This is an optimization exercise on Yosys and OpenROAD, whose aim is small area, a short achievable clock period and few clock cycles per item, not a production implementation.
Where RTL was checked, it was by simulation tests only, not by an equivalence proof against the original.
Function not checked in run 1: the RTL went through the layout flow alone.

## flow/design.v (module list and top-level ports; edited modules follow where they fit)
// module ydl_corr_cordic: 677 lines
// module ydl_angle_engine: 256 lines
module ydl_angle_engine (
    input  wire        clk,
    input  wire        rst,
    input  wire        hdr_valid,
    output wire        hdr_ready,
    input  wire [15:0] hdr_start_code,
    input  wire [15:0] hdr_end_code,
    input  wire [7:0]  hdr_count,
    input  wire [13:0] hdr_dist_first,
    input  wire [13:0] hdr_dist_last,
    input  wire        smp_valid,
    output wire        smp_ready,
    input  wire [23:0] smp_raw,
    output wire        out_valid,
    input  wire        out_ready,
    output reg  [15:0] out_angle,
    output reg  [13:0] out_dist,
    output reg  [9:0]  out_intensity,
    output reg         out_last
);
  // ...
==> flow/run.sh <==
#!/bin/bash
# synth_recipe.tcl (not shown) runs the flow's synth.tcl, then flattens the netlist and writes it again
# the make line also repeats each setting of config.mk as NAME=value (left out here)
make -C /OpenROAD-flow-scripts/flow DESIGN_CONFIG=/design/flow/config.mk WORK_HOME=/design/flow/orfs CLKGATE_MAP_FILE= SYNTH_SCRIPT=/design/flow/synth_recipe.tcl finish
==> flow/config.mk <==
export PLATFORM = sky130hd
export DESIGN_NAME = ydl_angle_engine
export DESIGN_NICKNAME = ydl_angle_engine
export VERILOG_FILES = /design/flow/design.v
export SDC_FILE = /design/flow/constraint.sdc
export NUM_CORES = 4
export LEC_CHECK = 0
export ABC_AREA = 1
export CAP_MARGIN = 20
export CORE_MARGIN = 2
export CORE_UTILIZATION = 40
export SLEW_MARGIN = 20
==> flow/constraint.sdc <==
create_clock -name core_clock -period 12.0 [get_ports {clk}]
set_input_delay 2.4000 -clock core_clock [delete_from_list [all_inputs] [get_ports {clk}]]
set_output_delay 2.4000 -clock core_clock [all_outputs]
set_load 0.01 [all_outputs]
==> reports/results.txt, run 1 <==
GRT busiest layer: met2
Multi-input gate area: 28660 um2
HP Start: u_corr.pay_r3[17]$_DFFE_PN_
Final period util: 0.4871
Post-Layout Cell Count: 8526
fillers: 14.34k
final net count: 7181
most frequent cells in the layout: nand2_1, edfxtp_1, inv_1
Max-area cell class: registers
Placed Instance Area: 64990 um2
Placed Cells: 8337
FF-to-FF Start: r0_dn[13]$_DFFE_PN_
fraction of area in multi-input gates: 0.4189
CTS tree: done
critical path cell sequence: inv_1 -> nand4_1 -> nor2_1 -> nand2_1 -> nand3_1 -> buf_4 -> inv_1 -> nor2_1 -> nor2_1 -> a31oi_1 -> nor2_1 -> ha_1 -> inv_1 -> fa_1 -> inv_1 -> ha_1 -> nand2_1 -> o31ai_1 -> a31oi_1 -> o21ai_0 -> nand2_1 -> nand2_1 -> xor2_1
final worst setup slack: 6.155 ns
drt pass-1 iters: 6
cells after synthesis: 6237
most common cell in the netlist: nand2_1
largest family of logic cells by synthesized area: adder cells
core box area: 151900 um2
die height: 395.1 um
CTS Sinks: 970
mux contribution to synthesized area: 0
worst min path class: flop to flop
status: timing/DRC/antenna clean
area growth from synthesis to layout: 11.83%
sequential cell area share: 0.4224
WHS Endpoint: u_corr.pay_r5[17]$_DFFE_PN_
==> module ydl_corr_cordic, before the edit <==
module ydl_corr_cordic (
    input  wire          clk,
    input  wire          rst,
    input  wire          en,
    input  wire          in_v,
    input  wire [25:0]   in_pay,
    input  wire [13:0]   in_d,
    input  wire [13:0]   in_dn,      
    input  wire [3:0]    in_sh,      
    input  wire [20:0]   in_z,
    input  wire          in_conv,
    output wire          out_v,
    output wire [25:0]   out_pay,
    output wire [20:0]   out_z,
    output wire [15:0]   out_ang
);
    wire [3:0]  sh = in_sh;
    wire        dz = (in_dn == 14'd0);
    wire [13:0] dn = in_dn;
    reg  [17:0] k1, k2;
    always @(*) begin
        case ({dz, sh})
            5'd0: begin k1 = 18'd147; k2 = 18'd195; end
            5'd1: begin k1 = 18'd294; k2 = 18'd390; end
            5'd2: begin k1 = 18'd588; k2 = 18'd780; end
            5'd3: begin k1 = 18'd1176; k2 = 18'd1560; end
            5'd4: begin k1 = 18'd2352; k2 = 18'd3121; end
            5'd5: begin k1 = 18'd4705; k2 = 18'd6241; end
            5'd6: begin k1 = 18'd9409; k2 = 18'd12482; end
            5'd7: begin k1 = 18'd18819; k2 = 18'd24965; end
            5'd8: begin k1 = 18'd37638; k2 = 18'd49930; end
            5'd9: begin k1 = 18'd75275; k2 = 18'd99859; end
            default: begin k1 = 18'd78499; k2 = 18'd202970; end
        endcase
    end
    wire        m_n1 = dz | (in_d >= 14'd25);
    reg  [17:0] kx, ky;
    always @(*) begin
        case ({dz, m_n1, sh})
            6'd0: begin kx = 18'd244; ky = 18'd122; end
            6'd1: begin kx = 18'd489; ky = 18'd243; end
            6'd2: begin kx = 18'd978; ky = 18'd486; end
            6'd3: begin kx = 18'd1956; ky = 18'd972; end
            6'd4: begin kx = 18'd3912; ky = 18'd1945; end
            6'd5: begin kx = 18'd7825; ky = 18'd3889; end
            6'd6: begin kx = 18'd15650; ky = 18'd7778; end
            6'd7: begin kx = 18'd31301; ky = 18'd15556; end
            6'd8: begin kx = 18'd62603; ky = 18'd31111; end
            6'd9: begin kx = 18'd125204; ky = 18'd62222; end
            6'd16: begin kx = 18'd50; ky = 18'd268; end
            6'd17: begin kx = 18'd99; ky = 18'd537; end
            6'd18: begin kx = 18'd198; ky = 18'd1074; end
            6'd19: begin kx = 18'd396; ky = 18'd2148; end
            6'd20: begin kx = 18'd792; ky = 18'd4297; end
            6'd21: begin kx = 18'd1585; ky = 18'd8593; end
            6'd22: begin kx = 18'd3168; ky = 18'd17186; end
            6'd23: begin kx = 18'd6337; ky = 18'd34374; end
            6'd24: begin kx = 18'd12673; ky = 18'd68749; end
            6'd25: begin kx = 18'd25346; ky = 18'd137496; end
            6'd57: begin kx = 18'd108086; ky = 18'd242219; end
            default: begin kx = 18'd0; ky = 18'd0; end
        endcase
    end
    wire [17:0] m_dp = {1'b0, dn, 3'd0};
    wire [17:0] m_dh = {2'b0, dn, 2'd0};
    wire [17:0] m_xa = m_n1 ? m_dp : 18'd0;
    wire [17:0] m_ya = m_n1 ? 18'd0 : m_dp;
    wire px1_s = m_xa[0] ^ m_dh[0];
    wire px1_c = m_xa[0] & m_dh[0];
    wire px2_s = m_xa[1] ^ m_dh[1] ^ kx[1];
    wire px2_c = (m_xa[1] & m_dh[1]) | (m_xa[1] & kx[1]) | (m_dh[1] & kx[1]);
    wire px3_s = m_xa[2] ^ m_dh[2] ^ kx[2];
    wire px3_c = (m_xa[2] & m_dh[2]) | (m_xa[2] & kx[2]) | (m_dh[2] & kx[2]);
    wire px4_s = m_xa[3] ^ m_dh[3] ^ kx[3];
    wire px4_c = (m_xa[3] & m_dh[3]) | (m_xa[3] & kx[3]) | (m_dh[3] & kx[3]);
    wire px5_s = m_xa[4] ^ m_dh[4] ^ kx[4];
    wire px5_c = (m_xa[4] & m_dh[4]) | (m_xa[4] & kx[4]) | (m_dh[4] & kx[4]);
    wire px6_s = m_xa[5] ^ m_dh[5] ^ kx[5];
    wire px6_c = (m_xa[5] & m_dh[5]) | (m_xa[5] & kx[5]) | (m_dh[5] & kx[5]);
    wire px7_s = m_xa[6] ^ m_dh[6] ^ kx[6];
    wire px7_c = (m_xa[6] & m_dh[6]) | (m_xa[6] & kx[6]) | (m_dh[6] & kx[6]);
    wire px8_s = m_xa[7] ^ m_dh[7] ^ kx[7];
    wire px8_c = (m_xa[7] & m_dh[7]) | (m_xa[7] & kx[7]) | (m_dh[7] & kx[7]);
    wire px9_s = m_xa[8] ^ m_dh[8] ^ kx[8];
    wire px9_c = (m_xa[8] & m_dh[8]) | (m_xa[8] & kx[8]) | (m_dh[8] & kx[8]);
    wire px10_s = m_xa[9] ^ m_dh[9] ^ kx[9];
    wire px10_c = (m_xa[9] & m_dh[9]) | (m_xa[9] & kx[9]) | (m_dh[9] & kx[9]);
    wire px11_s = m_xa[10] ^ m_dh[10] ^ kx[10];
    wire px11_c = (m_xa[10] & m_dh[10]) | (m_xa[10] & kx[10]) | (m_dh[10] & kx[10]);
    wire px12_s = m_xa[11] ^ m_dh[11] ^ kx[11];
    wire px12_c = (m_xa[11] & m_dh[11]) | (m_xa[11] & kx[11]) | (m_dh[11] & kx[11]);
    wire px13_s = m_xa[12] ^ m_dh[12] ^ kx[12];
    wire px13_c = (m_xa[12] & m_dh[12]) | (m_xa[12] & kx[12]) | (m_dh[12] & kx[12]);
    wire px14_s = m_xa[13] ^ m_dh[13] ^ kx[13];
    wire px14_c = (m_xa[13] & m_dh[13]) | (m_xa[13] & kx[13]) | (m_dh[13] & kx[13]);
    wire px15_s = m_xa[14] ^ m_dh[14] ^ kx[14];
    wire px15_c = (m_xa[14] & m_dh[14]) | (m_xa[14] & kx[14]) | (m_dh[14] & kx[14]);
    wire px16_s = m_xa[15] ^ m_dh[15] ^ kx[15];
    wire px16_c = (m_xa[15] & m_dh[15]) | (m_xa[15] & kx[15]) | (m_dh[15] & kx[15]);
    wire px17_s = m_xa[16] ^ m_dh[16] ^ kx[16];
    wire px17_c = (m_xa[16] & m_dh[16]) | (m_xa[16] & kx[16]) | (m_dh[16] & kx[16]);
    wire px18_s = m_xa[17] ^ m_dh[17] ^ kx[17];
    wire px18_c = (m_xa[17] & m_dh[17]) | (m_xa[17] & kx[17]) | (m_dh[17] & kx[17]);
    wire [17:0] x_s0 = {px17_c, px16_c, px15_c, px14_c, px13_c, px12_c, px11_c, px10_c, px9_c, px8_c, px7_c, px6_c, px5_c, px4_c, px3_c, px2_c, px1_c, px1_s} + {px18_s, px17_s, px16_s, px15_s, px14_s, px13_s, px12_s, px11_s, px10_s, px9_s, px8_s, px7_s, px6_s, px5_s, px4_s, px3_s, px2_s, kx[0]};
    wire py19_s = ky[1] ^ ~m_dh[1];
    wire py19_c = ky[1] & ~m_dh[1];
    wire py20_s = ky[2] ^ ~m_dh[2];
    wire py20_c = ky[2] & ~m_dh[2];
    wire py21_s = ky[3] ^ ~m_dh[3];
    wire py21_c = ky[3] & ~m_dh[3];
    wire py22_s = ky[4] ^ ~m_dh[4];
    wire py22_c = ky[4] & ~m_dh[4];
    wire py23_s = ky[5] ^ ~m_dh[5];
    wire py23_c = ky[5] & ~m_dh[5];
    wire py24_s = ky[6] ^ ~m_dh[6];
    wire py24_c = ky[6] & ~m_dh[6];
    wire py25_s = ky[7] ^ ~m_dh[7];
    wire py25_c = ky[7] & ~m_dh[7];
    wire py26_s = ky[8] ^ ~m_dh[8];
    wire py26_c = ky[8] & ~m_dh[8];
    wire py27_s = ky[9] ^ ~m_dh[9];
    wire py27_c = ky[9] & ~m_dh[9];
    wire py28_s = ky[10] ^ ~m_dh[10];
    wire py28_c = ky[10] & ~m_dh[10];
    wire py29_s = ky[11] ^ ~m_dh[11];
    wire py29_c = ky[11] & ~m_dh[11];
    wire py30_s = ky[12] ^ ~m_dh[12];
    wire py30_c = ky[12] & ~m_dh[12];
    wire py31_s = ky[13] ^ ~m_dh[13];
    wire py31_c = ky[13] & ~m_dh[13];
    wire py32_s = ky[14] ^ ~m_dh[14];
    wire py32_c = ky[14] & ~m_dh[14];
    wire py33_s = ky[15] ^ ~m_dh[15];
    wire py33_c = ky[15] & ~m_dh[15];
    wire py34_s = ky[16] ^ ~m_dh[16];
    wire py34_c = ky[16] & ~m_dh[16];
    wire py35_s = ky[17] ^ ~m_dh[17];
    wire py35_c = ky[17] & ~m_dh[17];
    wire py36_s = ky[0] ^ ~m_dh[0];
    wire py36_c = ky[0] & ~m_dh[0];
    wire py37_s = py19_s ^ ~m_ya[1] ^ 1'b1;
    wire py37_c = (py19_s & ~m_ya[1]) | (py19_s & 1'b1) | (~m_ya[1] & 1'b1);
    wire py38_s = py19_c ^ py20_s ^ ~m_ya[2];
    wire py38_c = (py19_c & py20_s) | (py19_c & ~m_ya[2]) | (py20_s & ~m_ya[2]);
    wire py39_s = py20_c ^ py21_s ^ ~m_ya[3];
    wire py39_c = (py20_c & py21_s) | (py20_c & ~m_ya[3]) | (py21_s & ~m_ya[3]);
    wire py40_s = py21_c ^ py22_s ^ ~m_ya[4];
    wire py40_c = (py21_c & py22_s) | (py21_c & ~m_ya[4]) | (py22_s & ~m_ya[4]);
    wire py41_s = py22_c ^ py23_s ^ ~m_ya[5];
    wire py41_c = (py22_c & py23_s) | (py22_c & ~m_ya[5]) | (py23_s & ~m_ya[5]);
    wire py42_s = py23_c ^ py24_s ^ ~m_ya[6];
    wire py42_c = (py23_c & py24_s) | (py23_c & ~m_ya[6]) | (py24_s & ~m_ya[6]);
    wire py43_s = py24_c ^ py25_s ^ ~m_ya[7];
    wire py43_c = (py24_c & py25_s) | (py24_c & ~m_ya[7]) | (py25_s & ~m_ya[7]);
    wire py44_s = py25_c ^ py26_s ^ ~m_ya[8];
    wire py44_c = (py25_c & py26_s) | (py25_c & ~m_ya[8]) | (py26_s & ~m_ya[8]);
    wire py45_s = py26_c ^ py27_s ^ ~m_ya[9];
    wire py45_c = (py26_c & py27_s) | (py26_c & ~m_ya[9]) | (py27_s & ~m_ya[9]);
    wire py46_s = py27_c ^ py28_s ^ ~m_ya[10];
    wire py46_c = (py27_c & py28_s) | (py27_c & ~m_ya[10]) | (py28_s & ~m_ya[10]);
    wire py47_s = py28_c ^ py29_s ^ ~m_ya[11];
    wire py47_c = (py28_c & py29_s) | (py28_c & ~m_ya[11]) | (py29_s & ~m_ya[11]);
    wire py48_s = py29_c ^ py30_s ^ ~m_ya[12];
    wire py48_c = (py29_c & py30_s) | (py29_c & ~m_ya[12]) | (py30_s & ~m_ya[12]);
    wire py49_s = py30_c ^ py31_s ^ ~m_ya[13];
    wire py49_c = (py30_c & py31_s) | (py30_c & ~m_ya[13]) | (py31_s & ~m_ya[13]);
    wire py50_s = py31_c ^ py32_s ^ ~m_ya[14];
    wire py50_c = (py31_c & py32_s) | (py31_c & ~m_ya[14]) | (py32_s & ~m_ya[14]);
    wire py51_s = py32_c ^ py33_s ^ ~m_ya[15];
    wire py51_c = (py32_c & py33_s) | (py32_c & ~m_ya[15]) | (py33_s & ~m_ya[15]);
    wire py52_s = py33_c ^ py34_s ^ ~m_ya[16];
    wire py52_c = (py33_c & py34_s) | (py33_c & ~m_ya[16]) | (py34_s & ~m_ya[16]);
    wire py53_s = py34_c ^ py35_s ^ ~m_ya[17];
    wire py53_c = (py34_c & py35_s) | (py34_c & ~m_ya[17]) | (py35_s & ~m_ya[17]);
    wire [17:0] y_s0 = {py52_c, py51_c, py50_c, py49_c, py48_c, py47_c, py46_c, py45_c, py44_c, py43_c, py42_c, py41_c, py40_c, py39_c, py38_c, py37_c, py36_c, py36_s} + {py53_s, py52_s, py51_s, py50_s, py49_s, py48_s, py47_s, py46_s, py45_s, py44_s, py43_s, py42_s, py41_s, py40_s, py39_s, py38_s, py37_s, ~m_ya[0]};
    reg [17:0] x_r1;
    reg [17:0] y_r1;
    reg [20:0] z_r1;
    reg [0:0] conv_r1;
    reg [25:0] pay_r1;
    always @(posedge clk) if (en) begin x_r1 <= x_s0; y_r1 <= y_s0; z_r1 <= in_z; conv_r1 <= in_conv; pay_r1 <= in_pay; end
    reg v_r1;
    always @(posedge clk) if (rst) v_r1 <= 1'b0; else if (en) v_r1 <= in_v;
    reg p1_r1; always @(posedge clk) if (en) p1_r1 <= ~m_n1;
    wire n2 = y_r1[17];
    wire signed [23:0] ye2 = $signed(y_r1);
    wire signed [23:0] xe2 = {6'd0, x_r1};
    wire signed [23:0] xs2 = xe2 >>> 2;
    wire signed [23:0] ys2 = ye2 >>> 2;
    wire [24:0] yc2 = {ye2, 1'b1} + {xs2 ^ {24{~n2}}, ~n2};
    wire [23:0] yn2 = yc2[24:1];
    wire [24:0] xc2 = {xe2, 1'b1} + {ys2 ^ {24{n2}}, n2};
    wire [23:0] xn2 = xc2[24:1];
    wire [17:0] x_i2 = xn2[17:0];
    wire [16:0] y_i2 = yn2[16:0];
    wire [21:0] cv_m = z_r1[14:0] * 22'd91;
    wire [21:0] z_cm = conv_r1 ? cv_m : {1'b0, z_r1};
    wire n3 = y_i2[16];
    wire signed [23:0] ye3 = $signed(y_i2);
    wire signed [23:0] xe3 = {6'd0, x_i2};
    wire signed [23:0] xs3 = xe3 >>> 3;
    wire signed [23:0] ys3 = ye3 >>> 3;
    wire [24:0] yc3 = {ye3, 1'b1} + {xs3 ^ {24{~n3}}, ~n3};
    wire [23:0] yn3 = yc3[24:1];
    wire [24:0] xc3 = {xe3, 1'b1} + {ys3 ^ {24{n3}}, n3};
    wire [23:0] xn3 = xc3[24:1];
    wire [17:0] x_i3 = xn3[17:0];
    wire [15:0] y_i3 = yn3[15:0];
    reg [17:0] x_r3;
    reg [15:0] y_r3;
    reg [21:0] z_r3;
    reg [0:0] conv_r3;
    reg [25:0] pay_r3;
    always @(posedge clk) if (en) begin x_r3 <= x_i3; y_r3 <= y_i3; z_r3 <= z_cm; conv_r3 <= conv_r1; pay_r3 <= pay_r1; end
    reg v_r3;
    always @(posedge clk) if (rst) v_r3 <= 1'b0; else if (en) v_r3 <= v_r1;
    reg p1_r3; always @(posedge clk) if (en) p1_r3 <= p1_r1;
    reg p2_r3; always @(posedge clk) if (en) p2_r3 <= ~n2;
    reg p3_r3; always @(posedge clk) if (en) p3_r3 <= ~n3;
    wire n4 = y_r3[15];
    wire signed [23:0] ye4 = $signed(y_r3);
    wire signed [23:0] xe4 = {6'd0, x_r3};
    wire signed [23:0] xs4 = xe4 >>> 4;
    wire signed [23:0] ys4 = ye4 >>> 4;
    wire [24:0] yc4 = {ye4, 1'b1} + {xs4 ^ {24{~n4}}, ~n4};
    wire [23:0] yn4 = yc4[24:1];
    wire [24:0] xc4 = {xe4, 1'b1} + {ys4 ^ {24{n4}}, n4};
    wire [23:0] xn4 = xc4[24:1];
    wire [17:0] x_i4 = xn4[17:0];
    wire [14:0] y_i4 = yn4[14:0];
    wire [21:0] cv_m2 = z_r3;
    wire [20:0] cv_t = cv_m2[20:0] + {11'd0, cv_m2[21:12]} + 21'd23;
    wire [20:0] z_cv = conv_r3 ? cv_t : z_r3[20:0];
    wire n5 = y_i4[14];
    wire signed [23:0] ye5 = $signed(y_i4);
    wire signed [23:0] xe5 = {6'd0, x_i4};
    wire signed [23:0] xs5 = xe5 >>> 5;
    wire signed [23:0] ys5 = ye5 >>> 5;
    wire [24:0] yc5 = {ye5, 1'b1} + {xs5 ^ {24{~n5}}, ~n5};
    wire [23:0] yn5 = yc5[24:1];
    wire [24:0] xc5 = {xe5, 1'b1} + {ys5 ^ {24{n5}}, n5};
    wire [23:0] xn5 = xc5[24:1];
    wire [17:0] x_i5 = xn5[17:0];
    wire [13:0] y_i5 = yn5[13:0];
    reg [17:0] x_r5;
    reg [13:0] y_r5;
    reg [20:0] z_r5;
    reg [25:0] pay_r5;
    always @(posedge clk) if (en) begin x_r5 <= x_i5; y_r5 <= y_i5; z_r5 <= z_cv; pay_r5 <= pay_r3; end
    reg v_r5;
    always @(posedge clk) if (rst) v_r5 <= 1'b0; else if (en) v_r5 <= v_r3;
    reg p1_r5; always @(posedge clk) if (en) p1_r5 <= p1_r3;
    reg p2_r5; always @(posedge clk) if (en) p2_r5 <= p2_r3;
    reg p3_r5; always @(posedge clk) if (en) p3_r5 <= p3_r3;
    reg p4_r5; always @(posedge clk) if (en) p4_r5 <= ~n4;
    reg p5_r5; always @(posedge clk) if (en) p5_r5 <= ~n5;
    wire n6 = y_r5[13];
    wire signed [23:0] ye6 = $signed(y_r5);
    wire signed [23:0] xe6 = {6'd0, x_r5};
    wire signed [23:0] xs6 = xe6 >>> 6;
    wire signed [23:0] ys6 = ye6 >>> 6;
    wire [24:0] yc6 = {ye6, 1'b1} + {xs6 ^ {24{~n6}}, ~n6};
    wire [23:0] yn6 = yc6[24:1];
    wire [24:0] xc6 = {xe6, 1'b1} + {ys6 ^ {24{n6}}, n6};
    wire [23:0] xn6 = xc6[24:1];
    wire [17:0] x_i6 = xn6[17:0];
    wire [12:0] y_i6 = yn6[12:0];
    wire n7 = y_i6[12];
    wire signed [23:0] ye7 = $signed(y_i6);
    wire signed [23:0] xe7 = {6'd0, x_i6};
    wire signed [23:0] xs7 = xe7 >>> 7;
    wire signed [23:0] ys7 = ye7 >>> 7;
    wire [24:0] yc7 = {ye7, 1'b1} + {xs7 ^ {24{~n7}}, ~n7};
    wire [23:0] yn7 = yc7[24:1];
    wire [11:0] y_i7 = yn7[11:0];
    reg [17:0] x_r7;
    reg [11:0] y_r7;
    reg [20:0] z_r7;
    reg [25:0] pay_r7;
    always @(posedge clk) if (en) begin x_r7 <= x_i6; y_r7 <= y_i7; z_r7 <= z_r5; pay_r7 <= pay_r5; end
    reg v_r7;
    always @(posedge clk) if (rst) v_r7 <= 1'b0; else if (en) v_r7 <= v_r5;
    reg p1_r7; always @(posedge clk) if (en) p1_r7 <= p1_r5;
    reg p2_r7; always @(posedge clk) if (en) p2_r7 <= p2_r5;
    reg p3_r7; always @(posedge clk) if (en) p3_r7 <= p3_r5;
    reg p4_r7; always @(posedge clk) if (en) p4_r7 <= p4_r5;
    reg p5_r7; always @(posedge clk) if (en) p5_r7 <= p5_r5;
    reg p6_r7; always @(posedge clk) if (en) p6_r7 <= ~n6;
    reg p7_r7; always @(posedge clk) if (en) p7_r7 <= ~n7;
    wire n8 = y_r7[11];
    wire signed [23:0] ye8 = $signed(y_r7);
    wire signed [23:0] xe8 = {6'd0, x_r7};
    wire signed [23:0] xs8 = xe8 >>> 8;
    wire signed [23:0] ys8 = ye8 >>> 8;
    wire [24:0] yc8 = {ye8, 1'b1} + {xs8 ^ {24{~n8}}, ~n8};
    wire [23:0] yn8 = yc8[24:1];
    wire [10:0] y_i8 = yn8[10:0];
    wire n9 = y_i8[10];
    wire signed [23:0] ye9 = $signed(y_i8);
    wire signed [23:0] xe9 = {6'd0, x_r7};
    wire signed [23:0] xs9 = xe9 >>> 9;
    wire signed [23:0] ys9 = ye9 >>> 9;
    wire [24:0] yc9 = {ye9, 1'b1} + {xs9 ^ {24{~n9}}, ~n9};
    wire [23:0] yn9 = yc9[24:1];
    wire [9:0] y_i9 = yn9[9:0];
    reg [17:0] x_r9;
    reg [9:0] y_r9;
    reg [20:0] z_r9;
    reg [25:0] pay_r9;
    always @(posedge clk) if (en) begin x_r9 <= x_r7; y_r9 <= y_i9; z_r9 <= z_r7; pay_r9 <= pay_r7; end
    reg v_r9;
    always @(posedge clk) if (rst) v_r9 <= 1'b0; else if (en) v_r9 <= v_r7;
    reg p1_r9; always @(posedge clk) if (en) p1_r9 <= p1_r7;
    reg p2_r9; always @(posedge clk) if (en) p2_r9 <= p2_r7;
    reg p3_r9; always @(posedge clk) if (en) p3_r9 <= p3_r7;
    reg p4_r9; always @(posedge clk) if (en) p4_r9 <= p4_r7;
    reg p5_r9; always @(posedge clk) if (en) p5_r9 <= p5_r7;
    reg p6_r9; always @(posedge clk) if (en) p6_r9 <= p6_r7;
    reg p7_r9; always @(posedge clk) if (en) p7_r9 <= p7_r7;
    reg p8_r9; always @(posedge clk) if (en) p8_r9 <= ~n8;
    reg p9_r9; always @(posedge clk) if (en) p9_r9 <= ~n9;
    wire n10 = y_r9[9];
    wire signed [23:0] ye10 = $signed(y_r9);
    wire signed [23:0] xe10 = {6'd0, x_r9};
    wire signed [23:0] xs10 = xe10 >>> 10;
    wire signed [23:0] ys10 = ye10 >>> 10;
    wire [24:0] yc10 = {ye10, 1'b1} + {xs10 ^ {24{~n10}}, ~n10};
    wire [23:0] yn10 = yc10[24:1];
    wire [8:0] y_i10 = yn10[8:0];
    wire n11 = y_i10[8];
    wire signed [23:0] ye11 = $signed(y_i10);
    wire signed [23:0] xe11 = {6'd0, x_r9};
    wire signed [23:0] xs11 = xe11 >>> 11;
    wire signed [23:0] ys11 = ye11 >>> 11;
    wire [24:0] yc11 = {ye11, 1'b1} + {xs11 ^ {24{~n11}}, ~n11};
    wire [23:0] yn11 = yc11[24:1];
    wire [7:0] y_i11 = yn11[7:0];
    reg [17:0] x_r11;
    reg [7:0] y_r11;
    reg [20:0] z_r11;
    reg [25:0] pay_r11;
    always @(posedge clk) if (en) begin x_r11 <= x_r9; y_r11 <= y_i11; z_r11 <= z_r9; pay_r11 <= pay_r9; end
    reg v_r11;
    always @(posedge clk) if (rst) v_r11 <= 1'b0; else if (en) v_r11 <= v_r9;
    reg p1_r11; always @(posedge clk) if (en) p1_r11 <= p1_r9;
    reg p2_r11; always @(posedge clk) if (en) p2_r11 <= p2_r9;
    reg p3_r11; always @(posedge clk) if (en) p3_r11 <= p3_r9;
    reg p4_r11; always @(posedge clk) if (en) p4_r11 <= p4_r9;
    reg p5_r11; always @(posedge clk) if (en) p5_r11 <= p5_r9;
    reg p6_r11; always @(posedge clk) if (en) p6_r11 <= p6_r9;
    reg p7_r11; always @(posedge clk) if (en) p7_r11 <= p7_r9;
    reg p8_r11; always @(posedge clk) if (en) p8_r11 <= p8_r9;
    reg p9_r11; always @(posedge clk) if (en) p9_r11 <= p9_r9;
    reg p10_r11; always @(posedge clk) if (en) p10_r11 <= ~n10;
    reg p11_r11; always @(posedge clk) if (en) p11_r11 <= ~n11;
    wire n12 = y_r11[7];
    wire signed [23:0] ye12 = $signed(y_r11);
    wire signed [23:0] xe12 = {6'd0, x_r11};
    wire signed [23:0] xs12 = xe12 >>> 12;
    wire signed [23:0] ys12 = ye12 >>> 12;
    wire [24:0] yc12 = {ye12, 1'b1} + {xs12 ^ {24{~n12}}, ~n12};
    wire [23:0] yn12 = yc12[24:1];
    wire [6:0] y_i12 = yn12[6:0];
    wire n13 = y_i12[6];
    wire signed [23:0] ye13 = $signed(y_i12);
    wire signed [23:0] xe13 = {6'd0, x_r11};
    wire signed [23:0] xs13 = xe13 >>> 13;
    wire signed [23:0] ys13 = ye13 >>> 13;
    wire [24:0] yc13 = {ye13, 1'b1} + {xs13 ^ {24{~n13}}, ~n13};
    wire [23:0] yn13 = yc13[24:1];
    wire [5:0] y_i13 = yn13[5:0];
    wire ta54_s = z_r11[1] ^ p1_r11;
    wire ta54_c = z_r11[1] & p1_r11;
    wire ta55_s = z_r11[2] ^ p2_r11 ^ p3_r11;
    wire ta55_c = (z_r11[2] & p2_r11) | (z_r11[2] & p3_r11) | (p2_r11 & p3_r11);
    wire ta56_s = p4_r11 ^ p5_r11;
    wire ta56_c = p4_r11 & p5_r11;
    wire ta57_s = z_r11[3] ^ p2_r11;
    wire ta57_c = z_r11[3] & p2_r11;
    wire ta58_s = z_r11[4] ^ 1'b1;
    wire ta58_c = z_r11[4] & 1'b1;
    wire ta59_s = z_r11[5] ^ p5_r11;
    wire ta59_c = z_r11[5] & p5_r11;
    wire ta60_s = z_r11[6] ^ 1'b1 ^ p2_r11;
    wire ta60_c = (z_r11[6] & 1'b1) | (z_r11[6] & p2_r11) | (1'b1 & p2_r11);
    wire ta61_s = p3_r11 ^ p4_r11;
    wire ta61_c = p3_r11 & p4_r11;
    wire ta62_s = z_r11[7] ^ p2_r11 ^ p4_r11;
    wire ta62_c = (z_r11[7] & p2_r11) | (z_r11[7] & p4_r11) | (p2_r11 & p4_r11);
    wire ta63_s = z_r11[8] ^ 1'b1;
    wire ta63_c = z_r11[8] & 1'b1;
    wire ta64_s = ta54_s ^ p2_r11 ^ p5_r11;
    wire ta64_c = (ta54_s & p2_r11) | (ta54_s & p5_r11) | (p2_r11 & p5_r11);
    wire ta65_s = ta54_c ^ ta55_s ^ ta56_s;
    wire ta65_c = (ta54_c & ta55_s) | (ta54_c & ta56_s) | (ta55_s & ta56_s);
    wire ta66_s = p6_r11 ^ p10_r11;
    wire ta66_c = p6_r11 & p10_r11;
    wire ta67_s = ta55_c ^ ta56_c ^ ta57_s;
    wire ta67_c = (ta55_c & ta56_c) | (ta55_c & ta57_s) | (ta56_c & ta57_s);
    wire ta68_s = p6_r11 ^ p9_r11 ^ p10_r11;
    wire ta68_c = (p6_r11 & p9_r11) | (p6_r11 & p10_r11) | (p9_r11 & p10_r11);
    wire ta69_s = ta57_c ^ ta58_s ^ p5_r11;
    wire ta69_c = (ta57_c & ta58_s) | (ta57_c & p5_r11) | (ta58_s & p5_r11);
    wire ta70_s = p6_r11 ^ p8_r11 ^ p9_r11;
    wire ta70_c = (p6_r11 & p8_r11) | (p6_r11 & p9_r11) | (p8_r11 & p9_r11);
    wire ta71_s = ta58_c ^ ta59_s ^ p6_r11;
    wire ta71_c = (ta58_c & ta59_s) | (ta58_c & p6_r11) | (ta59_s & p6_r11);
    wire ta72_s = p7_r11 ^ p8_r11 ^ ~n12;
    wire ta72_c = (p7_r11 & p8_r11) | (p7_r11 & ~n12) | (p8_r11 & ~n12);
    wire ta73_s = ta59_c ^ ta60_s ^ ta61_s;
    wire ta73_c = (ta59_c & ta60_s) | (ta59_c & ta61_s) | (ta60_s & ta61_s);
    wire ta74_s = p5_r11 ^ p7_r11 ^ p11_r11;
    wire ta74_c = (p5_r11 & p7_r11) | (p5_r11 & p11_r11) | (p7_r11 & p11_r11);
    wire ta75_s = ta60_c ^ ta61_c ^ ta62_s;
    wire ta75_c = (ta60_c & ta61_c) | (ta60_c & ta62_s) | (ta61_c & ta62_s);
    wire ta76_s = p6_r11 ^ p10_r11 ^ ~n12;
    wire ta76_c = (p6_r11 & p10_r11) | (p6_r11 & ~n12) | (p10_r11 & ~n12);
    wire ta77_s = ta62_c ^ ta63_s ^ p1_r11;
    wire ta77_c = (ta62_c & ta63_s) | (ta62_c & p1_r11) | (ta63_s & p1_r11);
    wire ta78_s = p5_r11 ^ p9_r11 ^ p11_r11;
    wire ta78_c = (p5_r11 & p9_r11) | (p5_r11 & p11_r11) | (p9_r11 & p11_r11);
    wire ta79_s = ta63_c ^ z_r11[9] ^ p2_r11;
    wire ta79_c = (ta63_c & z_r11[9]) | (ta63_c & p2_r11) | (z_r11[9] & p2_r11);
    wire ta80_s = p4_r11 ^ p8_r11 ^ p10_r11;
    wire ta80_c = (p4_r11 & p8_r11) | (p4_r11 & p10_r11) | (p8_r11 & p10_r11);
    wire ta81_s = z_r11[10] ^ p2_r11 ^ p3_r11;
    wire ta81_c = (z_r11[10] & p2_r11) | (z_r11[10] & p3_r11) | (p2_r11 & p3_r11);
    wire ta82_s = p7_r11 ^ p9_r11;
    wire ta82_c = p7_r11 & p9_r11;
    wire ta83_s = z_r11[11] ^ 1'b1 ^ p1_r11;
    wire ta83_c = (z_r11[11] & 1'b1) | (z_r11[11] & p1_r11) | (1'b1 & p1_r11);
    wire ta84_s = p2_r11 ^ p6_r11 ^ p8_r11;
    wire ta84_c = (p2_r11 & p6_r11) | (p2_r11 & p8_r11) | (p6_r11 & p8_r11);
    wire ta85_s = z_r11[12] ^ p1_r11 ^ p2_r11;
    wire ta85_c = (z_r11[12] & p1_r11) | (z_r11[12] & p2_r11) | (p1_r11 & p2_r11);
    wire ta86_s = p5_r11 ^ p7_r11;
    wire ta86_c = p5_r11 & p7_r11;
    wire ta87_s = z_r11[13] ^ 1'b1 ^ p1_r11;
    wire ta87_c = (z_r11[13] & 1'b1) | (z_r11[13] & p1_r11) | (1'b1 & p1_r11);
    wire ta88_s = p2_r11 ^ p4_r11 ^ p6_r11;
    wire ta88_c = (p2_r11 & p4_r11) | (p2_r11 & p6_r11) | (p4_r11 & p6_r11);
    wire ta89_s = z_r11[14] ^ 1'b1 ^ p2_r11;
    wire ta89_c = (z_r11[14] & 1'b1) | (z_r11[14] & p2_r11) | (1'b1 & p2_r11);
    wire ta90_s = p3_r11 ^ p5_r11;
    wire ta90_c = p3_r11 & p5_r11;
    wire ta91_s = z_r11[15] ^ p1_r11;
    wire ta91_c = z_r11[15] & p1_r11;
    wire ta92_s = ta64_s ^ p6_r11;
    wire ta92_c = ta64_s & p6_r11;
    wire ta93_s = ta64_c ^ ta65_s ^ ta66_s;
    wire ta93_c = (ta64_c & ta65_s) | (ta64_c & ta66_s) | (ta65_s & ta66_s);
    wire ta94_s = ta65_c ^ ta66_c ^ ta67_s;
    wire ta94_c = (ta65_c & ta66_c) | (ta65_c & ta67_s) | (ta66_c & ta67_s);
    wire ta95_s = ta67_c ^ ta68_c ^ ta69_s;
    wire ta95_c = (ta67_c & ta68_c) | (ta67_c & ta69_s) | (ta68_c & ta69_s);
    wire ta96_s = ta69_c ^ ta70_c ^ ta71_s;
    wire ta96_c = (ta69_c & ta70_c) | (ta69_c & ta71_s) | (ta70_c & ta71_s);
    wire ta97_s = ta71_c ^ ta72_c ^ ta73_s;
    wire ta97_c = (ta71_c & ta72_c) | (ta71_c & ta73_s) | (ta72_c & ta73_s);
    wire ta98_s = ta73_c ^ ta74_c ^ ta75_s;
    wire ta98_c = (ta73_c & ta74_c) | (ta73_c & ta75_s) | (ta74_c & ta75_s);
    wire ta99_s = ta75_c ^ ta76_c ^ ta77_s;
    wire ta99_c = (ta75_c & ta76_c) | (ta75_c & ta77_s) | (ta76_c & ta77_s);
    wire ta100_s = ta77_c ^ ta78_c ^ ta79_s;
    wire ta100_c = (ta77_c & ta78_c) | (ta77_c & ta79_s) | (ta78_c & ta79_s);
    wire ta101_s = ta79_c ^ ta80_c ^ ta81_s;
    wire ta101_c = (ta79_c & ta80_c) | (ta79_c & ta81_s) | (ta80_c & ta81_s);
    wire ta102_s = ta81_c ^ ta82_c ^ ta83_s;
    wire ta102_c = (ta81_c & ta82_c) | (ta81_c & ta83_s) | (ta82_c & ta83_s);
    wire ta103_s = ta83_c ^ ta84_c ^ ta85_s;
    wire ta103_c = (ta83_c & ta84_c) | (ta83_c & ta85_s) | (ta84_c & ta85_s);
    wire ta104_s = ta85_c ^ ta86_c ^ ta87_s;
    wire ta104_c = (ta85_c & ta86_c) | (ta85_c & ta87_s) | (ta86_c & ta87_s);
    wire ta105_s = ta87_c ^ ta88_c ^ ta89_s;
    wire ta105_c = (ta87_c & ta88_c) | (ta87_c & ta89_s) | (ta88_c & ta89_s);
    wire ta106_s = ta89_c ^ ta90_c ^ ta91_s;
    wire ta106_c = (ta89_c & ta90_c) | (ta89_c & ta91_s) | (ta90_c & ta91_s);
    wire ta107_s = ta91_c ^ z_r11[16];
    wire ta107_c = ta91_c & z_r11[16];
    wire ta108_s = z_r11[17] ^ 1'b1;
    wire ta108_c = z_r11[17] & 1'b1;
    wire ta109_s = z_r11[18] ^ 1'b1;
    wire ta109_c = z_r11[18] & 1'b1;
    wire ta110_s = ta92_s ^ p11_r11;
    wire ta110_c = ta92_s & p11_r11;
    wire ta111_s = ta92_c ^ ta93_s ^ p11_r11;
    wire ta111_c = (ta92_c & ta93_s) | (ta92_c & p11_r11) | (ta93_s & p11_r11);
    wire ta112_s = ta93_c ^ ta94_s ^ ta68_s;
    wire ta112_c = (ta93_c & ta94_s) | (ta93_c & ta68_s) | (ta94_s & ta68_s);
    wire ta113_s = ta94_c ^ ta95_s ^ ta70_s;
    wire ta113_c = (ta94_c & ta95_s) | (ta94_c & ta70_s) | (ta95_s & ta70_s);
    wire ta114_s = ta95_c ^ ta96_s ^ ta72_s;
    wire ta114_c = (ta95_c & ta96_s) | (ta95_c & ta72_s) | (ta96_s & ta72_s);
    wire ta115_s = ta96_c ^ ta97_s ^ ta74_s;
    wire ta115_c = (ta96_c & ta97_s) | (ta96_c & ta74_s) | (ta97_s & ta74_s);
    wire ta116_s = ta97_c ^ ta98_s ^ ta76_s;
    wire ta116_c = (ta97_c & ta98_s) | (ta97_c & ta76_s) | (ta98_s & ta76_s);
    wire ta117_s = ta98_c ^ ta99_s ^ ta78_s;
    wire ta117_c = (ta98_c & ta99_s) | (ta98_c & ta78_s) | (ta99_s & ta78_s);
    wire ta118_s = ta99_c ^ ta100_s ^ ta80_s;
    wire ta118_c = (ta99_c & ta100_s) | (ta99_c & ta80_s) | (ta100_s & ta80_s);
    wire ta119_s = ta100_c ^ ta101_s ^ ta82_s;
    wire ta119_c = (ta100_c & ta101_s) | (ta100_c & ta82_s) | (ta101_s & ta82_s);
    wire ta120_s = ta101_c ^ ta102_s ^ ta84_s;
    wire ta120_c = (ta101_c & ta102_s) | (ta101_c & ta84_s) | (ta102_s & ta84_s);
    wire ta121_s = ta102_c ^ ta103_s ^ ta86_s;
    wire ta121_c = (ta102_c & ta103_s) | (ta102_c & ta86_s) | (ta103_s & ta86_s);
    wire ta122_s = ta103_c ^ ta104_s ^ ta88_s;
    wire ta122_c = (ta103_c & ta104_s) | (ta103_c & ta88_s) | (ta104_s & ta88_s);
    wire ta123_s = ta104_c ^ ta105_s ^ ta90_s;
    wire ta123_c = (ta104_c & ta105_s) | (ta104_c & ta90_s) | (ta105_s & ta90_s);
    wire ta124_s = ta105_c ^ ta106_s ^ p4_r11;
    wire ta124_c = (ta105_c & ta106_s) | (ta105_c & p4_r11) | (ta106_s & p4_r11);
    wire ta125_s = ta106_c ^ ta107_s ^ p3_r11;
    wire ta125_c = (ta106_c & ta107_s) | (ta106_c & p3_r11) | (ta107_s & p3_r11);
    wire ta126_s = ta107_c ^ ta108_s ^ p2_r11;
    wire ta126_c = (ta107_c & ta108_s) | (ta107_c & p2_r11) | (ta108_s & p2_r11);
    wire ta127_s = ta108_c ^ ta109_s ^ p1_r11;
    wire ta127_c = (ta108_c & ta109_s) | (ta108_c & p1_r11) | (ta109_s & p1_r11);
    wire ta128_s = ta109_c ^ z_r11[19] ^ 1'b1;
    wire ta128_c = (ta109_c & z_r11[19]) | (ta109_c & 1'b1) | (z_r11[19] & 1'b1);
    wire ta129_s = z_r11[20] ^ 1'b1;
    wire ta129_c = z_r11[20] & 1'b1;
    reg [17:0] x_r13;
    reg [5:0] y_r13;
    reg [25:0] pay_r13;
    always @(posedge clk) if (en) begin x_r13 <= x_r11; y_r13 <= y_i13; pay_r13 <= pay_r11; end
    reg v_r13;
    always @(posedge clk) if (rst) v_r13 <= 1'b0; else if (en) v_r13 <= v_r11;
    reg p13_r13; always @(posedge clk) if (en) p13_r13 <= ~n13;
    reg [20:0] ra_r13, rb_r13;
    always @(posedge clk) if (en) begin ra_r13 <= {ta128_c, ta127_c, ta126_c, ta125_c, ta124_c, ta123_c, ta122_c, ta121_c, ta120_c, ta119_c, ta118_c, ta117_c, ta116_c, ta115_c, ta114_c, ta113_c, ta112_c, ta111_c, ta110_c, ta110_s, z_r11[0]}; rb_r13 <= {ta129_s, ta128_s, ta127_s, ta126_s, ta125_s, ta124_s, ta123_s, ta122_s, ta121_s, ta120_s, ta119_s, ta118_s, ta117_s, ta116_s, ta115_s, ta114_s, ta113_s, ta112_s, ta111_s, ~n12, 1'b0}; end
    wire n14 = y_r13[5];
    wire signed [23:0] ye14 = $signed(y_r13);
    wire signed [23:0] xe14 = {6'd0, x_r13};
    wire signed [23:0] xs14 = xe14 >>> 14;
    wire signed [23:0] ys14 = ye14 >>> 14;
    wire [24:0] yc14 = {ye14, 1'b1} + {xs14 ^ {24{~n14}}, ~n14};
    wire [23:0] yn14 = yc14[24:1];
    wire [4:0] y_i14 = yn14[4:0];
    wire n15 = y_i14[4];
    wire tb130_s = p13_r13 ^ ~n15;
    wire tb130_c = p13_r13 & ~n15;
    wire tb131_s = ~n14 ^ ra_r13[5];
    wire tb131_c = ~n14 & ra_r13[5];
    wire tb132_s = p13_r13 ^ ra_r13[6];
    wire tb132_c = p13_r13 & ra_r13[6];
    wire tb133_s = p13_r13 ^ ra_r13[1];
    wire tb133_c = p13_r13 & ra_r13[1];
    wire tb134_s = ~n15 ^ ra_r13[2] ^ rb_r13[2];
    wire tb134_c = (~n15 & ra_r13[2]) | (~n15 & rb_r13[2]) | (ra_r13[2] & rb_r13[2]);
    wire tb135_s = ~n14 ^ ra_r13[3] ^ rb_r13[3];
    wire tb135_c = (~n14 & ra_r13[3]) | (~n14 & rb_r13[3]) | (ra_r13[3] & rb_r13[3]);
    wire tb136_s = tb130_s ^ ra_r13[4] ^ rb_r13[4];
    wire tb136_c = (tb130_s & ra_r13[4]) | (tb130_s & rb_r13[4]) | (ra_r13[4] & rb_r13[4]);
    wire tb137_s = tb130_c ^ tb131_s ^ rb_r13[5];
    wire tb137_c = (tb130_c & tb131_s) | (tb130_c & rb_r13[5]) | (tb131_s & rb_r13[5]);
    wire tb138_s = tb131_c ^ tb132_s ^ rb_r13[6];
    wire tb138_c = (tb131_c & tb132_s) | (tb131_c & rb_r13[6]) | (tb132_s & rb_r13[6]);
    wire tb139_s = tb132_c ^ ra_r13[7] ^ rb_r13[7];
    wire tb139_c = (tb132_c & ra_r13[7]) | (tb132_c & rb_r13[7]) | (ra_r13[7] & rb_r13[7]);
    wire tb140_s = ra_r13[8] ^ rb_r13[8];
    wire tb140_c = ra_r13[8] & rb_r13[8];
    wire tb141_s = ra_r13[9] ^ rb_r13[9];
    wire tb141_c = ra_r13[9] & rb_r13[9];
    wire tb142_s = ra_r13[10] ^ rb_r13[10];
    wire tb142_c = ra_r13[10] & rb_r13[10];
    wire tb143_s = ra_r13[11] ^ rb_r13[11];
    wire tb143_c = ra_r13[11] & rb_r13[11];
    wire tb144_s = ra_r13[12] ^ rb_r13[12];
    wire tb144_c = ra_r13[12] & rb_r13[12];
    wire tb145_s = ra_r13[13] ^ rb_r13[13];
    wire tb145_c = ra_r13[13] & rb_r13[13];
    wire tb146_s = ra_r13[14] ^ rb_r13[14];
    wire tb146_c = ra_r13[14] & rb_r13[14];
    wire tb147_s = ra_r13[15] ^ rb_r13[15];
    wire tb147_c = ra_r13[15] & rb_r13[15];
    wire tb148_s = ra_r13[16] ^ rb_r13[16];
    wire tb148_c = ra_r13[16] & rb_r13[16];
    wire tb149_s = ra_r13[17] ^ rb_r13[17];
    wire tb149_c = ra_r13[17] & rb_r13[17];
    wire tb150_s = ra_r13[18] ^ rb_r13[18];
    wire tb150_c = ra_r13[18] & rb_r13[18];
    wire tb151_s = ra_r13[19] ^ rb_r13[19];
    wire tb151_c = ra_r13[19] & rb_r13[19];
    wire tb152_s = ra_r13[20] ^ rb_r13[20];
    wire tb152_c = ra_r13[20] & rb_r13[20];
    wire [20:0] z_sum = {tb151_c, tb150_c, tb149_c, tb148_c, tb147_c, tb146_c, tb145_c, tb144_c, tb143_c, tb142_c, tb141_c, tb140_c, tb139_c, tb138_c, tb137_c, tb136_c, tb135_c, tb134_c, tb133_c, tb133_s, ra_r13[0]} + {tb152_s, tb151_s, tb150_s, tb149_s, tb148_s, tb147_s, tb146_s, tb145_s, tb144_s, tb143_s, tb142_s, tb141_s, tb140_s, tb139_s, tb138_s, tb137_s, tb136_s, tb135_s, tb134_s, rb_r13[1], rb_r13[0]};
    reg  [20:0] z_q;
    reg  [25:0] pay_q;
    reg         v_q;
    always @(posedge clk) if (en) begin z_q <= z_sum; pay_q <= pay_r13; end
    always @(posedge clk) if (rst) v_q <= 1'b0; else if (en) v_q <= v_r13;
    assign out_z = z_q;
    assign out_pay = pay_q;
    assign out_v = v_q;
    wire m153_s = z_q[5] ^ z_q[3];
    wire m153_c = z_q[5] & z_q[3];
    wire m154_s = z_q[6] ^ z_q[4] ^ z_q[3];
    wire m154_c = (z_q[6] & z_q[4]) | (z_q[6] & z_q[3]) | (z_q[4] & z_q[3]);
    wire m155_s = z_q[7] ^ z_q[5] ^ z_q[4];
    wire m155_c = (z_q[7] & z_q[5]) | (z_q[7] & z_q[4]) | (z_q[5] & z_q[4]);
    wire m156_s = z_q[8] ^ z_q[6] ^ z_q[5];
    wire m156_c = (z_q[8] & z_q[6]) | (z_q[8] & z_q[5]) | (z_q[6] & z_q[5]);
    wire m157_s = z_q[9] ^ z_q[7] ^ z_q[6];
    wire m157_c = (z_q[9] & z_q[7]) | (z_q[9] & z_q[6]) | (z_q[7] & z_q[6]);
    wire m158_s = z_q[10] ^ z_q[8] ^ z_q[7];
    wire m158_c = (z_q[10] & z_q[8]) | (z_q[10] & z_q[7]) | (z_q[8] & z_q[7]);
    wire m159_s = z_q[11] ^ z_q[9] ^ z_q[8];
    wire m159_c = (z_q[11] & z_q[9]) | (z_q[11] & z_q[8]) | (z_q[9] & z_q[8]);
    wire m160_s = z_q[12] ^ z_q[10] ^ z_q[9];
    wire m160_c = (z_q[12] & z_q[10]) | (z_q[12] & z_q[9]) | (z_q[10] & z_q[9]);
    wire m161_s = z_q[13] ^ z_q[11] ^ z_q[10];
    wire m161_c = (z_q[13] & z_q[11]) | (z_q[13] & z_q[10]) | (z_q[11] & z_q[10]);
    wire m162_s = z_q[14] ^ z_q[12] ^ z_q[11];
    wire m162_c = (z_q[14] & z_q[12]) | (z_q[14] & z_q[11]) | (z_q[12] & z_q[11]);
    wire m163_s = z_q[15] ^ z_q[13] ^ z_q[12];
    wire m163_c = (z_q[15] & z_q[13]) | (z_q[15] & z_q[12]) | (z_q[13] & z_q[12]);
    wire m164_s = z_q[16] ^ z_q[14] ^ z_q[13];
    wire m164_c = (z_q[16] & z_q[14]) | (z_q[16] & z_q[13]) | (z_q[14] & z_q[13]);
    wire m165_s = z_q[17] ^ z_q[15] ^ z_q[14];
    wire m165_c = (z_q[17] & z_q[15]) | (z_q[17] & z_q[14]) | (z_q[15] & z_q[14]);
    wire m166_s = z_q[18] ^ z_q[16] ^ z_q[15];
    wire m166_c = (z_q[18] & z_q[16]) | (z_q[18] & z_q[15]) | (z_q[16] & z_q[15]);
    wire m167_s = z_q[19] ^ z_q[17] ^ z_q[16];
    wire m167_c = (z_q[19] & z_q[17]) | (z_q[19] & z_q[16]) | (z_q[17] & z_q[16]);
    wire m168_s = z_q[20] ^ z_q[18] ^ z_q[17];
    wire m168_c = (z_q[20] & z_q[18]) | (z_q[20] & z_q[17]) | (z_q[18] & z_q[17]);
    wire m169_s = z_q[19] ^ z_q[18];
    wire m169_c = z_q[19] & z_q[18];
    wire m170_s = z_q[20] ^ z_q[19];
    wire m170_c = z_q[20] & z_q[19];
    wire m171_s = z_q[3] ^ z_q[1];
    wire m171_c = z_q[3] & z_q[1];
    wire m172_s = z_q[4] ^ z_q[2] ^ z_q[1];
    wire m172_c = (z_q[4] & z_q[2]) | (z_q[4] & z_q[1]) | (z_q[2] & z_q[1]);
    wire m173_s = m153_s ^ z_q[2] ^ z_q[0];
    wire m173_c = (m153_s & z_q[2]) | (m153_s & z_q[0]) | (z_q[2] & z_q[0]);
    wire m174_s = m153_c ^ m154_s ^ z_q[1];
    wire m174_c = (m153_c & m154_s) | (m153_c & z_q[1]) | (m154_s & z_q[1]);
    wire m175_s = m154_c ^ m155_s ^ z_q[2];
    wire m175_c = (m154_c & m155_s) | (m154_c & z_q[2]) | (m155_s & z_q[2]);
    wire m176_s = m155_c ^ m156_s ^ z_q[3];
    wire m176_c = (m155_c & m156_s) | (m155_c & z_q[3]) | (m156_s & z_q[3]);
    wire m177_s = m156_c ^ m157_s ^ z_q[4];
    wire m177_c = (m156_c & m157_s) | (m156_c & z_q[4]) | (m157_s & z_q[4]);
    wire m178_s = m157_c ^ m158_s ^ z_q[5];
    wire m178_c = (m157_c & m158_s) | (m157_c & z_q[5]) | (m158_s & z_q[5]);
    wire m179_s = m158_c ^ m159_s ^ z_q[6];
    wire m179_c = (m158_c & m159_s) | (m158_c & z_q[6]) | (m159_s & z_q[6]);
    wire m180_s = m159_c ^ m160_s ^ z_q[7];
    wire m180_c = (m159_c & m160_s) | (m159_c & z_q[7]) | (m160_s & z_q[7]);
    wire m181_s = m160_c ^ m161_s ^ z_q[8];
    wire m181_c = (m160_c & m161_s) | (m160_c & z_q[8]) | (m161_s & z_q[8]);
    wire m182_s = m161_c ^ m162_s ^ z_q[9];
    wire m182_c = (m161_c & m162_s) | (m161_c & z_q[9]) | (m162_s & z_q[9]);
    wire m183_s = m162_c ^ m163_s ^ z_q[10];
    wire m183_c = (m162_c & m163_s) | (m162_c & z_q[10]) | (m163_s & z_q[10]);
    wire m184_s = m163_c ^ m164_s ^ z_q[11];
    wire m184_c = (m163_c & m164_s) | (m163_c & z_q[11]) | (m164_s & z_q[11]);
    wire m185_s = m164_c ^ m165_s ^ z_q[12];
    wire m185_c = (m164_c & m165_s) | (m164_c & z_q[12]) | (m165_s & z_q[12]);
    wire m186_s = m165_c ^ m166_s ^ z_q[13];
    wire m186_c = (m165_c & m166_s) | (m165_c & z_q[13]) | (m166_s & z_q[13]);
    wire m187_s = m166_c ^ m167_s ^ z_q[14];
    wire m187_c = (m166_c & m167_s) | (m166_c & z_q[14]) | (m167_s & z_q[14]);
    wire m188_s = m167_c ^ m168_s ^ z_q[15];
    wire m188_c = (m167_c & m168_s) | (m167_c & z_q[15]) | (m168_s & z_q[15]);
    wire m189_s = m168_c ^ m169_s ^ z_q[16];
    wire m189_c = (m168_c & m169_s) | (m168_c & z_q[16]) | (m169_s & z_q[16]);
    wire m190_s = m169_c ^ m170_s ^ z_q[17];
    wire m190_c = (m169_c & m170_s) | (m169_c & z_q[17]) | (m170_s & z_q[17]);
    wire m191_s = m170_c ^ z_q[20] ^ z_q[18];
    wire m191_c = (m170_c & z_q[20]) | (m170_c & z_q[18]) | (z_q[20] & z_q[18]);
    wire [26:0] m45 = {1'b0, z_q[20], m191_c, m190_c, m189_c, m188_c, m187_c, m186_c, m185_c, m184_c, m183_c, m182_c, m181_c, m180_c, m179_c, m178_c, m177_c, m176_c, m175_c, m174_c, m173_c, m172_c, m171_c, m171_s, z_q[2], z_q[1], z_q[0]} + {1'b0, 1'b0, z_q[19], m191_s, m190_s, m189_s, m188_s, m187_s, m186_s, m185_s, m184_s, m183_s, m182_s, m181_s, m180_s, m179_s, m178_s, m177_s, m176_s, m175_s, m174_s, m173_s, m172_s, z_q[0], z_q[0], 1'b0, 1'b0};
    assign out_ang = m45[26:11];
endmodule
==> inputs of run 2 (changes only) <==
--- a/flow/design.v
+++ b/flow/design.v
@@ -8,4 +8,6 @@
     input  wire [13:0]   in_dn,      
     input  wire [3:0]    in_sh,      
+    input  wire          in_dz,      
+    input  wire          in_n1,      
     input  wire [20:0]   in_z,
     input  wire          in_conv,
@@ -16,5 +18,5 @@
 );
     wire [3:0]  sh = in_sh;
-    wire        dz = (in_dn == 14'd0);
+    wire        dz = in_dz;
     wire [13:0] dn = in_dn;
     reg  [17:0] k1, k2;
@@ -34,5 +36,5 @@
         endcase
     end
-    wire        m_n1 = dz | (in_d >= 14'd25);
+    wire        m_n1 = in_n1;
     reg  [17:0] kx, ky;
     always @(*) begin
@@ -262,11 +264,8 @@
     wire [24:0] yc6 = {ye6, 1'b1} + {xs6 ^ {24{~n6}}, ~n6};
     wire [23:0] yn6 = yc6[24:1];
-    wire [24:0] xc6 = {xe6, 1'b1} + {ys6 ^ {24{n6}}, n6};
-    wire [23:0] xn6 = xc6[24:1];
-    wire [17:0] x_i6 = xn6[17:0];
     wire [12:0] y_i6 = yn6[12:0];
     wire n7 = y_i6[12];
     wire signed [23:0] ye7 = $signed(y_i6);
-    wire signed [23:0] xe7 = {6'd0, x_i6};
+    wire signed [23:0] xe7 = {6'd0, x_r5};
     wire signed [23:0] xs7 = xe7 >>> 7;
     wire signed [23:0] ys7 = ye7 >>> 7;
@@ -278,5 +277,5 @@
     reg [20:0] z_r7;
     reg [25:0] pay_r7;
-    always @(posedge clk) if (en) begin x_r7 <= x_i6; y_r7 <= y_i7; z_r7 <= z_r5; pay_r7 <= pay_r5; end
+    always @(posedge clk) if (en) begin x_r7 <= x_r5; y_r7 <= y_i7; z_r7 <= z_r5; pay_r7 <= pay_r5; end
     reg v_r7;
     always @(posedge clk) if (rst) v_r7 <= 1'b0; else if (en) v_r7 <= v_r5;
@@ -724,7 +723,8 @@
     reg  [7:0]  e_rem;
     reg  [27:0] e_acc, e_step;
+    reg         hdr_rdy_q, smp_rdy_q;   
     wire        w_bub = w_nb & ((w_st == W_S0) | (w_st == W_S1));
-    assign hdr_ready = (w_st == W_DONE) & ~p_v;
-    assign smp_ready = en & e_act & ~w_bub;
+    assign hdr_ready = hdr_rdy_q;       
+    assign smp_ready = smp_rdy_q;       
     wire        hdr_take = hdr_valid & hdr_ready;
     wire        smp_take = smp_valid & smp_ready;
@@ -734,4 +734,5 @@
     reg  [13:0] r0_d, r0_dn;
     reg  [3:0]  r0_sh;
+    reg         r0_dz, r0_n1;
     reg  [9:0]  r0_int;
     reg  [20:0] r0_z;
@@ -761,4 +762,6 @@
         if (en) begin
             r0_sh <= i_sh;
+            r0_dz <= (i_d == 14'd0);
+            r0_n1 <= (i_d == 14'd0) | (i_d >= 14'd25);
             r0_dn <= i_d << i_sh;
             if (w_bub) begin
@@ -792,4 +795,6 @@
         .in_dn  (r0_dn),
         .in_sh  (r0_sh),
+        .in_dz  (r0_dz),
+        .in_n1  (r0_n1),
         .in_z   (r0_z),
         .in_conv(r0_conv),
@@ -854,24 +859,19 @@
     wire [20:0] span = x_z - w_f;
     always @(posedge clk) begin
-        if (rst) begin
+        if (rst)
             w_st <= W_IDLE;
-        end else begin
-            case (w_st)
-                W_IDLE: if (hdr_valid) begin
-                    w_dv <= hdr_count - 8'd1;
-                    w_nb <= (hdr_count > 8'd1);
-                    w_nd <= (hdr_count > 8'd2);
-                    w_st <= W_S0;
-                end
-                W_S0: begin
-                    if (~w_nb)
-                        w_st <= W_DONE;
-                    else if (en)
-                        w_st <= W_S1;
-                end
-                W_S1: if (en) w_st <= W_WT;
-                W_WT: begin
-                    w_dv3 <= {2'b0, w_dv} + {1'b0, w_dv, 1'b0};
-                    if (xb_en) begin
+        else
+            w_st <= w_st_n;
+    end
+    always @(posedge clk) begin
+        case (w_st)
+            W_IDLE: if (hdr_valid) begin
+                w_dv <= hdr_count - 8'd1;
+                w_nb <= (hdr_count > 8'd1);
+                w_nd <= (hdr_count > 8'd2);
+            end
+            W_WT: begin
+                w_dv3 <= {2'b0, w_dv} + {1'b0, w_dv, 1'b0};
+                if (xb_en) begin
                     if (~x_last)
                         w_f <= x_z;
@@ -880,18 +880,40 @@
                         w_r   <= 8'd0;
                         w_cnt <= 4'd0;
-                        w_st  <= w_nd ? W_DIV : W_DONE;
                     end
-                    end
-                end
-                W_DIV: begin
-                    w_q   <= {w_q[23:0], qa, qb};
-                    w_r   <= rb;
-                    w_cnt <= w_cnt + 4'd1;
-                    if (w_cnt == 4'd6)
-                        w_st <= W_DONE;
                 end
-                W_DONE: if (hdr_valid & ~p_v) w_st <= W_IDLE;
-                default: w_st <= W_IDLE;
-            endcase
+            end
+            W_DIV: begin
+                w_q   <= {w_q[23:0], qa, qb};
+                w_r   <= rb;
+                w_cnt <= w_cnt + 4'd1;
+            end
+            default: ;
+        endcase
+    end
+    reg  [2:0] w_st_n;
+    always @(*) begin
+        w_st_n = w_st;
+        case (w_st)
+            W_IDLE: if (hdr_valid) w_st_n = W_S0;
+            W_S0:   if (~w_nb) w_st_n = W_DONE; else if (en) w_st_n = W_S1;
+            W_S1:   if (en) w_st_n = W_WT;
+            W_WT:   if (xb_en & x_last) w_st_n = w_nd ? W_DIV : W_DONE;
+            W_DIV:  if (w_cnt == 4'd6) w_st_n = W_DONE;
+            W_DONE: if (hdr_take) w_st_n = W_IDLE;
+            default: w_st_n = W_IDLE;
+        endcase
+    end
+    wire w_nb_n   = (w_st == W_IDLE & hdr_valid) ? (hdr_count > 8'd1) : w_nb;
+    wire w_bub_n  = w_nb_n & ((w_st_n == W_S0) | (w_st_n == W_S1));
+    wire p_v_n    = hdr_take | (p_v & ~p_to_e);
+    wire e_act_n  = p_to_e | (e_act & ~(smp_take & e_last));
+    wire skid_v_n = skid_v ? ~out_ready : (~out_v | out_ready) ? 1'b0 : res_v;
+    always @(posedge clk) begin
+        if (rst) begin
+            hdr_rdy_q <= 1'b0;
+            smp_rdy_q <= 1'b0;
+        end else begin
+            hdr_rdy_q <= (w_st_n == W_DONE) & ~p_v_n;
+            smp_rdy_q <= ~skid_v_n & e_act_n & ~w_bub_n;
         end
     end
--- a/flow/config.mk
+++ b/flow/config.mk
@@ -7,6 +7,6 @@
 export LEC_CHECK = 0
 export ABC_AREA = 1
-export CAP_MARGIN = 20
+export CAP_MARGIN = 0
 export CORE_MARGIN = 2
 export CORE_UTILIZATION = 40
-export SLEW_MARGIN = 20
+export SLEW_MARGIN = 0
==> run 2 against run 1 <==
  * Sequential share of layout area grew 1.4 points
  * Wire length shrank 7.1%
  * Final cell count decreased by 3.1%
  * Still clean
==> reports/results.txt, run 2 <==
Placed Cells: 8055 (-3.4%)
Final Slew Violations: 0
synth warn: 2
CTS Sinks: 1003 (+3.4%)
Final HPWL DP: 102200 um
met2 Use GR: 0.2879
top_reg_cell synth: edfxtp_1
Die W: 392.6 um
I/O Pins: 141
GPL Wtd Cong: 0.9085
fin util: 0.4514
H-tree Lvls: 3
Tmin final: 5.301 ns
DRC Markers: 0
met1 Track Usage GR: 0.2404
cells after synthesis: 5964 (-4.4%)
Critical Path Start: w_dv[1]$_DFFE_PP_
nature of the critical path startpoint: flop
critical path data required time: 12.54 ns
drt pass-1 iters: 6 (unchanged)
CTS tree: done
post-synthesis sequential area ratio: 0.4886
Post-Layout Cell Count: 8260 (-3.1%)
Post-Route WL: 134100 um
starting density of the core: 0.4029
Final period util: 0.4417 (-0.04531)
synthesized cell area: 60410 um2
Setup-failing EPs final: 0
drt via density: 4.966
CP Depth: 20
core box area: 150000 um2 (-1.3%)
GR Util All Layers: 0.1743
CP most frequent cell: nand3_1
Synth area leaders: edfxtp_1, ha_1, nand2_1
met3 Use GR: 0.02689
worst min path class: flop to flop
FF-to-FF Start: w_dv[1]$_DFFE_PP_
WP buf/inv: 4
Slowest cell on crit path: edfxtp_1
setup bufs post-CTS: 0
Reg clk slew, reported paths: 0.06 ns
top cell type by total area after synthesis: edfxtp_1
hold depth: 0
EDFF count, synth: 943
root buffer cell: clkbuf_16
highest clock rate: 188.6 MHz
hold buffers post-CTS: 0
vias in the first global route: 40.34k
clock latency on the worst-skew pair: 0.72 ns
share of the synthesized area in the top cell type: 0.4687
Final Hold Fails: 0
final net count: 6913 (-3.7%)
GRT overflow: 0
Buffers on Ports: 138
Slew Limit Headroom: 0.2271
largest net degree at the start of global routing: 182
mean routed wirelength per cell: 16.24 um
Syn Area/Cell: 10.13 um2
clk_skew: 0.03430 ns
RSZ-0062 raised after global routing: false
critical path cell sequence: inv_1 -> ha_1 -> nand2_1 -> nor3_1 -> nand3_1 -> nand3_1 -> clkinv_1 -> nand2_1 -> nand2_1 -> nand3_1 -> o21ai_0 -> ha_1 -> inv_1 -> nor4_1 -> nand3_1 -> nand3_1 -> clkinv_1 -> nand3_1 -> o21ai_0 -> a21oi_1
status: timing/DRC/antenna clean
commonest non-fill, non-tap cell in the layout: nand2_1
Yosys cell types: 60
Yosys reg bits: 1003
crit path max fanout: 10
Iter 0 DRT Violations: 2862
endpoint type of the worst setup path: flop
HP Start: u_corr.p4_r5$_DFFE_PN_
GRT busiest layer: met2
commonest cells in the netlist: nand2_1, edfxtp_1, inv_1
reg2reg path depth: 20
most frequent cells in the layout: nand2_1, edfxtp_1, inv_1
die area: 154200 um2
syn nets: 6729
most common cell in the netlist: nand2_1
initial antenna violation count: 12
Num CTS Buffers: 107
crit-path max cell delay: 0.54 ns
area growth from synthesis to layout: 12.04%
CTS resizes: 0
share of layout cells above drive strength 1: 0.04551
setup total negative slack: 0 ns
die height: 392.6 um (-0.62%)
first-pass GRT wire length: 214400 um
Routed Antenna Nets: 0
critical path class: flop to flop
Async SR Flop Fraction: 0
via count: 41.02k
std cell rows: 142
clock tree buffer depth: 3
kind of cell adding the most delay to the critical path: simple AND/OR/NAND/NOR gates
CP arrival: 5.84 ns
max-cap violations: 0
Worst Tran Pin Value: 1.159 ns
==> run 2: cell type report <==
cell class                      count  area [um2]
Fill cell                       14090       82270
Sequential cell                  1003       29520
Multi-Input combinational cell   4112       27650
Clock buffer                      139        2869
Inverter                          761        2864
Tap cell                         2016        2522
Timing Repair Buffer              163        1582
Clock inverter                     62       671.9
Antenna cell                        4       10.01
==> run 2: logic make-up after synthesis <==
family,share of synthesized area
fa+ha+maj,0.1591
xor+xnor,0.07176
buf+inv,0.05455
mux,0.0001657
flops,0.4886
simple gates,0.1397
compound gates,0.08606
==> run 2: metal layers <==
| metal | share of wire | routed length [um] | vias up |
|---|---|---|---|
| li1 | - | - | 20620 |
| met1 | 0.47 | 63280 | 19490 |
| met2 | 0.46 | 61970 | 715 |
| met3 | 0.045 | 6041 | 191 |
| met4 | 0.021 | 2753 | 8 |
| met5 | 0.00036 | 48 | - |
==> run 2: path summary, 6_finish.rpt <==
path,slack (ns),end
max,6.70,w_r[4]$_SDFFCE_PN0P_
min,0.40,u_corr.p4_r7$_DFFE_PN_
max reg2reg,6.70,w_r[4]$_SDFFCE_PN0P_
min reg2reg,0.40,u_corr.p4_r7$_DFFE_PN_
==> run 2: per-stage QoR <==
step | cell area (um2) | hold WS, ns | setup WS, ns
after floorplan | 60410 | 0.3855 | 2.093
after global placement | 64140 | 0.4006 | 5.953
after detailed placement | 64140 | 0.4045 | 5.963
after CTS | 67680 | 0.3997 | 6.706
after global routing | 67680 | 0.4046 | 6.026
final | 67690 | 0.3995 | 6.699
Testbench counts of run 2, summed over its fixed seeds: cycles 60,086, items 56,574.

re-timing with driven ports:
Ports are ideal in the flow. The routed layouts listed here were re-timed in OpenROAD. Step 1: set_driving_cell puts a clkbuf_16 on clk and a buf_2 on each other input, an assumption about the parent block. Step 2 adds t to the input delays and takes it off the output delays; t is the mean of the earliest and latest rising clock arrival at the registers after step 1. Input paths then give back, and output paths get back, about the clock's delay inside the block. a / b / c = ideal ports / drivers / drivers and shift; a / b = the first two.
run | t (ns) | setup WS [ns] | worst slew at a driven data input, ns | cell pins on the clock port's net
run 1 | 0.783 | 6.155 / 6.155 / 6.155 | 0.23 | 1
run 2 | 0.782 | 6.699 / 6.699 / 5.977 | 0.28 | 1
After both steps every run listed still meets setup and hold. For run 2, which loses most, drivers alone change the setup slack by 0.000 ns; drivers and shift together by -0.722 ns.
